What follows belongs to an exercise in optimizing a design on an open flow for small area, a short achievable clock period and few clock cycles per item; a production flow would make more cautious choices.
At most, simulation tests tie the RTL to the original design; equivalence was not proved.
Power figures rest on the tool's default switching activity, not on a simulated workload.

## fdec
module fdec (
    input  wire        clk,
    input  wire        rst,         
    input  wire        rx_valid,
    input  wire [7:0]  rx_data,
    input  wire        rx_eos,
    output wire        rx_ready,
    output wire        fo_valid,
    input  wire        fo_ready,
    output wire [31:0] fo_seq,
    output wire [6:0]  fo_len,
    output wire [7:0]  fo_data,
    output wire        fo_last,
    output wire        done         
);
    localparam MAXP = 64;                
    localparam NB   = 68;                
    localparam SYNC = 8'hAA;
    localparam S_SEARCH  = 2'd0;
    localparam S_HEADER  = 2'd1;
    localparam S_PAYLOAD = 2'd2;
    localparam S_END     = 2'd3;         
    reg  [7:0]    mem [0:NB-1];
    reg           mw_v;      
    reg  [6:0]    mw_a;
    reg  [7:0]    mw_d;
    reg           m_v, s_v, done_r, rdy_r;
    reg  [7:0]    m_d, s_d;
    reg           m_aa, s_aa;
    assign rx_ready = rdy_r;                 
    assign done     = done_r;
    reg  [6:0]    rp, wp;
    reg           qpend;     
    reg           qv;
    reg  [7:0]    qd;
    reg           q_aa;
    reg  [1:0]    st;
    reg  [5:0]    wlen;      
    reg  [6:0]    prem;      
    reg           hl_r;      
    reg           pl_r;      
    reg           lbad;      
    reg           vok;       
    reg  [6:0]    la7;       
    reg           hdr_pay;   
    reg  [7:0]    r [0:15];  
    reg  [3:0]    trk;       
    reg           fnd;       
    reg  [6:0]    nslot;     
    reg           fnd_last;  
    reg  [6:0]    sslot;     
    reg           em_act;    
    reg  [2:0]    em_sqc;    
    reg  [6:0]    em_rem;    
    reg           em_zero;   
    reg  [6:0]    ra;        
    reg           ra_ok;     
    reg  [6:0]    fre;       
    reg           pend;      
    reg           fo_v, fo_l, sk_v, sk_l;
    reg  [7:0]    fo_d, sk_d;
    reg  [31:0]   o_seq;
    reg  [6:0]    o_len;
    assign fo_valid = fo_v;
    assign fo_seq   = o_seq;
  ...
==> flow/config.mk <==
export PLATFORM = sky130hd
export DESIGN_NAME = fdec
export DESIGN_NICKNAME = fdec
export VERILOG_FILES = /design/flow/design.v
export SDC_FILE = /design/flow/constraint.sdc
export NUM_CORES = 4
export LEC_CHECK = 0
export CAP_MARGIN = 20
export CORE_MARGIN = 2
export CORE_UTILIZATION = 40
export SLEW_MARGIN = 20
==> flow/constraint.sdc <==
create_clock -name core_clock -period 10.0 [get_ports {clk}]
set_input_delay 2.0000 -clock core_clock [delete_from_list [all_inputs] [get_ports {clk}]]
set_output_delay 2.0000 -clock core_clock [all_outputs]
set_load 0.01 [all_outputs]
standard.sh (not shown) runs the stock make flow with config.mk's settings and CLKGATE_MAP_FILE= SYNTH_SCRIPT=/design/flow/synth_recipe.tcl, a recipe that flattens the netlist after the stock synthesis.
==> flow/flow/run.sh <==
#!/bin/bash
set -euo pipefail
bash standard.sh SETUP_SLACK_MARGIN=7 \
  "BUFFER_PORTS_ARGS=-buffer_cell sky130_fd_sc_hd__buf_2" \
  "CTS_ARGS=-sink_clustering_enable -repair_clock_nets -buf_list sky130_fd_sc_hd__clkbuf_16 -sink_clustering_size 24 -sink_clustering_max_diameter 80 -dont_use_dummy_load" \
  finish > standard_flow.log 2>&1
Testbench counts at the start, summed over its fixed seeds: cycles 74,668, bytes 74,262.
Then changed:
--- a/flow/flow/run.sh
+++ b/flow/flow/run.sh
@@ -3 +3 @@
-bash standard.sh SETUP_SLACK_MARGIN=7 \
+bash standard.sh SETUP_SLACK_MARGIN=6.9 \
Count of clock-buffer cells in the layout is unchanged.
Area after synthesis stays the same.
Non-clock buffer count goes up by 1.
Cell count does not change.
Clock skew goes down by 13 ps.
Global-route usage goes down by 0.25 points.
Sequential power barely changes.
Synthesized cell count does not change.
Routed wire length goes down by 0.90%.
Register-to-register slack loses 130 ps.
Maximum frequency stays flat.
Then changed:
--- a/flow/flow/run.sh
+++ b/flow/flow/run.sh
@@ -3 +3 @@
-bash standard.sh SETUP_SLACK_MARGIN=6.9 \
+bash standard.sh SETUP_SLACK_MARGIN=7 \
--- a/flow/config.mk
+++ b/flow/config.mk
@@ -8 +8 @@
-export CAP_MARGIN = 20
+export CAP_MARGIN = 5
@@ -11 +11 @@
-export SLEW_MARGIN = 20
+export SLEW_MARGIN = 5
Setup slack stays flat; final cell count is unchanged; maximum frequency is about the same.

========
The RTL this note starts from:
==> flow/design.v <==
module fdec (
    input  wire        clk,
    input  wire        rst,         
    input  wire        rx_valid,
    input  wire [7:0]  rx_data,
    input  wire        rx_eos,
    output wire        rx_ready,
    output wire        fo_valid,
    input  wire        fo_ready,
    output wire [31:0] fo_seq,
    output wire [6:0]  fo_len,
    output wire [7:0]  fo_data,
    output wire        fo_last,
    output wire        done         
);
    localparam MAXP = 64;                
    localparam NB   = 68;                
    localparam SYNC = 8'hAA;
    localparam S_SEARCH  = 2'd0;
    localparam S_HEADER  = 2'd1;
    localparam S_PAYLOAD = 2'd2;
    localparam S_END     = 2'd3;         
    reg  [7:0]    mem [0:NB-1];
    reg           mw_v;      
    reg  [6:0]    mw_a;
    reg  [7:0]    mw_d;
    reg           m_v, s_v, done_r, rdy_r;
    reg  [7:0]    m_d, s_d;
    reg           m_aa, s_aa, m_z, s_z, m_le, s_le;
    assign rx_ready = rdy_r;                 
    assign done     = done_r;
    reg  [6:0]    rp, wp;
    reg           qpend;     
    reg           qv;
    reg  [7:0]    qd;
    reg           q_aa, q_z, q_le;
    reg  [1:0]    st;
    reg  [5:0]    wlen;      
    reg  [6:0]    prem;      
    reg           hl_r;      
    reg           pl_r;      
    reg           lbad;      
    reg           vok;       
    reg  [6:0]    la7;       
    reg           hdr_pay;   
    reg  [7:0]    r [0:15];  
    reg  [3:0]    trk;       
    reg           fnd;       
    reg  [6:0]    nslot;     
    reg           fnd_last;  
    reg  [6:0]    sslot;     
    reg           em_act;    
    reg  [2:0]    em_sqc;    
    reg  [6:0]    em_rem;    
    reg           em_zero;   
    reg  [6:0]    ra;        
    reg           ra_ok;     
    reg  [6:0]    fre;       
    reg           fre_unk;   
    reg           fo_v, fo_l, sk_v, sk_l;
    reg  [7:0]    fo_d, sk_d;
    reg  [31:0]   o_seq;
    reg  [6:0]    o_len;
    assign fo_valid = fo_v;
    assign fo_seq   = o_seq;
    assign fo_len   = o_len;
    assign fo_data  = fo_d;
    assign fo_last  = fo_l;
    wire em_busy = em_act || fo_v || sk_v;
    wire       src_q  = qpend;
    wire       have   = src_q ? qv : m_v;
    wire [7:0] b      = qv ? qd : m_d;        
    wire       is_aa  = qv ? q_aa : m_aa;
    wire       is_z   = qv ? q_z : m_z;
    wire       is_le  = qv ? q_le : m_le;
    wire in_hdr  = (st == S_HEADER);
    wire in_pay  = (st == S_PAYLOAD);
    wire in_end  = (st == S_END);
    wire ok_fire = in_end && vok;
    wire end_q   = in_end && !vok && fnd;    
    wire lrej    = in_hdr && lbad;           
    wire store   = !src_q && (in_pay || (in_hdr && (fnd || (wlen[5:3] == 3'b101))));    
    wire full    = em_act && ((fre == 7'd0) || ((fre == 7'd1) && mw_v) || fre_unk);
    wire stall   = (((hl_r && !hdr_pay) || pl_r) && em_busy) || (store && full) || end_q || lrej;
    wire step    = have && !stall;
    wire wr      = step && store;
    wire [6:0] rp_inc  = (rp == NB-1) ? 7'd0 : rp + 7'd1;
    wire [6:0] rp_next = (src_q || store) ? rp_inc : rp;
    wire [6:0] ra_inc  = (ra == NB-1) ? 7'd0 : ra + 7'd1;
    wire [6:0] fre_p1  = fre + 7'd1;
    wire [6:0] fre_m1  = fre - 7'd1;
    wire       fnd_now   = fnd || ((trk == 4'd15) && is_aa);
    wire [6:0] nslot_now = fnd ? nslot : rp_next;
    wire [3:0] trk_now   = is_aa ? trk + 4'd1 : 4'd0;
    wire [5:0] wl = (in_end && vok) ? 6'd0 : wlen;
    wire [7:0] lab = {1'b0, la7};
    wire lchk = (wlen == 6'd16) ? is_le :
                (wlen == 6'd20) ? (b == lab) : is_z;
    wire rest_zero = ~|{r[1], r[2], r[3], r[4], r[5], r[6], r[7], r[8],
                        r[9], r[10], r[11], r[12], r[13], r[14], r[15]};
    wire hdr_ok    = rest_zero && (r[0] == 8'd0);
    wire pay_ok    = rest_zero && (qv ? (r[0] == qd) : (r[0] == m_d));
    wire rp_chg    = (step && (src_q || store)) || ((end_q || lrej) && fnd);
    wire [7:0] rdata   = mem[ra];
    wire       sfetch  = em_act && (em_sqc != 3'd0);
    wire       fetch   = em_act && (em_sqc == 3'd0) && !sk_v;
    wire       radv    = sfetch || (fetch && !em_zero);
    wire       b_last  = em_zero || (em_rem == 7'd1);
    wire       qfetch  = !em_act && qpend && !qv && ra_ok;
    always @(posedge clk) begin
        mw_a <= wp;
        mw_d <= b;
        if (mw_v)
            mem[mw_a] <= mw_d;
    end
    integer i;
    always @(posedge clk) begin
        if (step) begin
            if (in_hdr && wlen == 6'd16) begin
                la7     <= b[6:0];
                hdr_pay <= (b[6:0] != 7'd0);
            end
            if (in_hdr && wlen == 6'd40)
                sslot <= rp;
            if ((in_hdr && wlen >= 6'd24 && wlen < 6'd40) || in_pay) begin
                for (i = 0; i < 15; i = i + 1)
                    r[i] <= r[i+1];
                r[15] <= in_pay ? (r[0] - b) : (b - lab);
            end
            if (in_hdr || in_pay) begin
                nslot    <= nslot_now;
                fnd_last <= !fnd && fnd_now;
            end
            if (hl_r)
                prem <= la7;
            else
                prem <= prem - 7'd1;
            vok <= hl_r ? hdr_ok : pay_ok;
        end
        if (ok_fire)
            o_len <= la7;
        if (sfetch) begin
            case (em_sqc)
                3'd4: o_seq[7:0]   <= rdata;
                3'd3: o_seq[15:8]  <= rdata;
                3'd2: o_seq[23:16] <= rdata;
                default: o_seq[31:24] <= rdata;
            endcase
        end
        if (qfetch) begin
            qd   <= rdata;
            q_aa <= (rdata == SYNC);
            q_z  <= (rdata == 8'd0);
            q_le <= (rdata <= MAXP);
        end
        if (!m_v || (step && !src_q)) begin
            m_d  <= s_v ? s_d : rx_data;
            m_aa <= s_v ? s_aa : (rx_data == SYNC);
            m_z  <= s_v ? s_z : (rx_data == 8'd0);
            m_le <= s_v ? s_le : (rx_data <= MAXP);
        end
        if (!s_v) begin
            s_d  <= rx_data;
            s_aa <= (rx_data == SYNC);
            s_z  <= (rx_data == 8'd0);
            s_le <= (rx_data <= MAXP);
        end
        if (!fo_v || fo_ready) begin
            fo_d <= sk_v ? sk_d : rdata;
            fo_l <= sk_v ? sk_l : b_last;
        end
        if (!sk_v) begin
            sk_d <= rdata;
            sk_l <= b_last;
        end
    end
    always @(posedge clk) begin
        if (rst) begin
            m_v     <= 1'b0;
            s_v     <= 1'b0;
            done_r  <= 1'b0;
            rp      <= 7'd0;
            wp      <= 7'd0;
            qpend   <= 1'b0;
            qv      <= 1'b0;
            st      <= S_SEARCH;
            wlen    <= 6'd0;
            em_act  <= 1'b0;
            fo_v    <= 1'b0;
            sk_v    <= 1'b0;
            mw_v    <= 1'b0;
            rdy_r   <= 1'b1;
        end else begin
            mw_v  <= wr;
            rdy_r <= !(s_v ? !(!m_v || (step && !src_q)) : (m_v && !(step && !src_q) && rx_valid && rx_ready && !rx_eos))
                     && !(done_r || (rx_valid && rx_ready && rx_eos));
            if (rx_valid && rx_ready && rx_eos)
                done_r <= 1'b1;
            if (!m_v || (step && !src_q)) begin
                if (s_v) begin
                    m_v <= 1'b1;
                    s_v <= 1'b0;
                end else begin
                    m_v <= rx_valid && rx_ready && !rx_eos;
                end
            end else if (rx_valid && rx_ready && !rx_eos) begin
                s_v <= 1'b1;
            end
            if (step && src_q)
                qv <= 1'b0;
            else if (qfetch)
                qv <= 1'b1;
            if (end_q || (lrej && fnd)) begin
                st    <= S_HEADER;
                wlen  <= 6'd16;
                trk   <= 4'd15;
                fnd   <= 1'b0;
                lbad  <= 1'b0;
                rp    <= nslot;
                qpend <= !fnd_last || (nslot != wp);
            end else if (lrej) begin
                st    <= S_SEARCH;
                wlen  <= {2'b00, trk};
                lbad  <= 1'b0;
            end else if (in_end && !step) begin
                st    <= S_SEARCH;
                wlen  <= wl;
                fnd   <= 1'b0;
            end
            if (step) begin
                rp   <= rp_next;
                hl_r <= in_hdr && (wlen == 6'd42);
                pl_r <= hl_r ? (la7 == 7'd1) : (in_pay && (prem == 7'd2));
                lbad <= in_hdr && (wlen[5:3] == 3'b010) && !lchk;    
                if (src_q)
                    qpend <= (rp_inc != wp);
                if (store)
                    wp <= rp_inc;
                case (st)
                    S_HEADER: begin
                        wlen <= wlen + 6'd1;
                        trk  <= trk_now;
                        fnd  <= fnd_now;
                        if (hl_r) begin
                            st   <= hdr_pay ? S_PAYLOAD : S_END;
                            wlen <= {2'b00, trk_now};
                        end
                    end
                    S_PAYLOAD: begin
                        trk  <= trk_now;
                        fnd  <= fnd_now;
                        if (pl_r) begin
                            st   <= S_END;
                            wlen <= {2'b00, trk_now};
                        end
                    end
                    default: begin       
                        fnd <= 1'b0;
                        if (is_aa) begin
                            wlen <= wl + 6'd1;
                            if (wl == 6'd15) begin
                                st  <= S_HEADER;
                                trk <= 4'd15;
                            end else begin
                                st  <= S_SEARCH;
                            end
                        end else begin
                            wlen <= 6'd0;
                            st   <= S_SEARCH;
                        end
                    end
                endcase
            end
            if (ok_fire) begin
                em_act  <= 1'b1;
                em_sqc  <= 3'd4;
                em_rem  <= la7;
                em_zero <= !hdr_pay;
                ra      <= sslot;
                ra_ok   <= 1'b0;
                fre     <= NB - 4 - la7;
                fre_unk <= qpend;
            end else if (em_act) begin
                ra_ok <= 1'b0;
                if (radv)
                    ra <= ra_inc;
                if (sfetch)
                    em_sqc <= em_sqc - 3'd1;
                if (fetch) begin
                    if (b_last)
                        em_act <= 1'b0;
                    if (em_zero)
                        em_zero <= 1'b0;
                    else
                        em_rem <= em_rem - 7'd1;
                end
                fre <= (radv && !mw_v) ? fre_p1 : (!radv && mw_v) ? fre_m1 : fre;
            end else begin
                ra    <= rp;
                ra_ok <= !rp_chg;
            end
            if (fetch) begin
                if (!fo_v || fo_ready)
                    fo_v <= 1'b1;
                else
                    sk_v <= 1'b1;
            end else if (sk_v) begin
                if (fo_ready)
                    sk_v <= 1'b0;
            end else if (fo_ready) begin
                fo_v <= 1'b0;
            end
        end
    end
endmodule
export LEC_CHECK = 0
export CAP_MARGIN = 20
export CORE_MARGIN = 2
export CORE_UTILIZATION = 40
export SLEW_MARGIN = 20
create_clock -name core_clock -period 10.0 [get_ports {clk}]
==> flow/flow/run.sh <==
#!/bin/bash
set -euo pipefail
bash standard.sh SETUP_SLACK_MARGIN=7 \
  "CTS_ARGS=-sink_clustering_enable -repair_clock_nets -buf_list sky130_fd_sc_hd__clkbuf_16 -sink_clustering_size 30 -sink_clustering_max_diameter 60 -dont_use_dummy_load" \
  finish > standard_flow.log 2>&1
Next try:
==> flow/flow/run.sh (replaced) <==
#!/bin/bash
set -euo pipefail
bash standard.sh SETUP_SLACK_MARGIN=7 \
  "CTS_ARGS=-sink_clustering_enable -repair_clock_nets -buf_list sky130_fd_sc_hd__clkbuf_16 -sink_clustering_size 24 -sink_clustering_max_diameter 80 -dont_use_dummy_load" \
  finish > standard_flow.log 2>&1
What happened: The changed run ran to the end with no violations. Routed wire length hardly moves. Core utilization stays flat. Sequential cell count does not change. Via count barely changes. Critical path depth is unchanged.
No functional check of the RTL was part of any run of this note.

-- what the ideal ports hide --
How much do the figures lean on ideal ports? The routed layouts below were timed once more, with nothing changed but the port constraints.
Step 1 (the two cells are an assumption about what drives the block):
set clk [get_ports {clk}]
set_driving_cell -lib_cell sky130_fd_sc_hd__clkbuf_16 $clk
set_driving_cell -lib_cell sky130_fd_sc_hd__buf_2 [delete_from_list [all_inputs] $clk]
Step 2, shift: input delay + t, output delay - t, t = (earliest + latest rising clock arrival at the registers) / 2. This alone moves slack from input paths to output paths.
Slacks: ideal ports / drivers / drivers and shift; pairs: ideal ports / drivers.
| run | t, ns | setup slack, ns | latest minus earliest clock arrival (ns) | worst slew at a driven data input, ns | cell pins on the clock port's net |
|---|---|---|---|---|---|
| the first run of note 1 | 0.659 | 6.838 / 6.767 / 6.753 | 0.054 / 0.053 | 0.06 | 1 |
| the second run of note 1 | 0.661 | 6.840 / 6.769 / 6.757 | 0.041 / 0.041 | 0.05 | 1 |
| the third run of note 1 | 0.659 | 6.838 / 6.767 / 6.753 | 0.054 / 0.053 | 0.06 | 1 |
| the first run of note 2 | 0.680 | 6.651 / 6.584 / 6.499 | 0.121 / 0.121 | 0.04 | 1 |
| the second run of note 2 | 0.647 | 6.666 / 6.600 / 6.421 | 0.095 / 0.095 | 0.04 | 1 |
After both steps setup and hold are still met in every run listed. The setup slack of the second run of note 2, which loses most, moves by -0.066 ns with the drivers and by -0.245 ns with both steps.
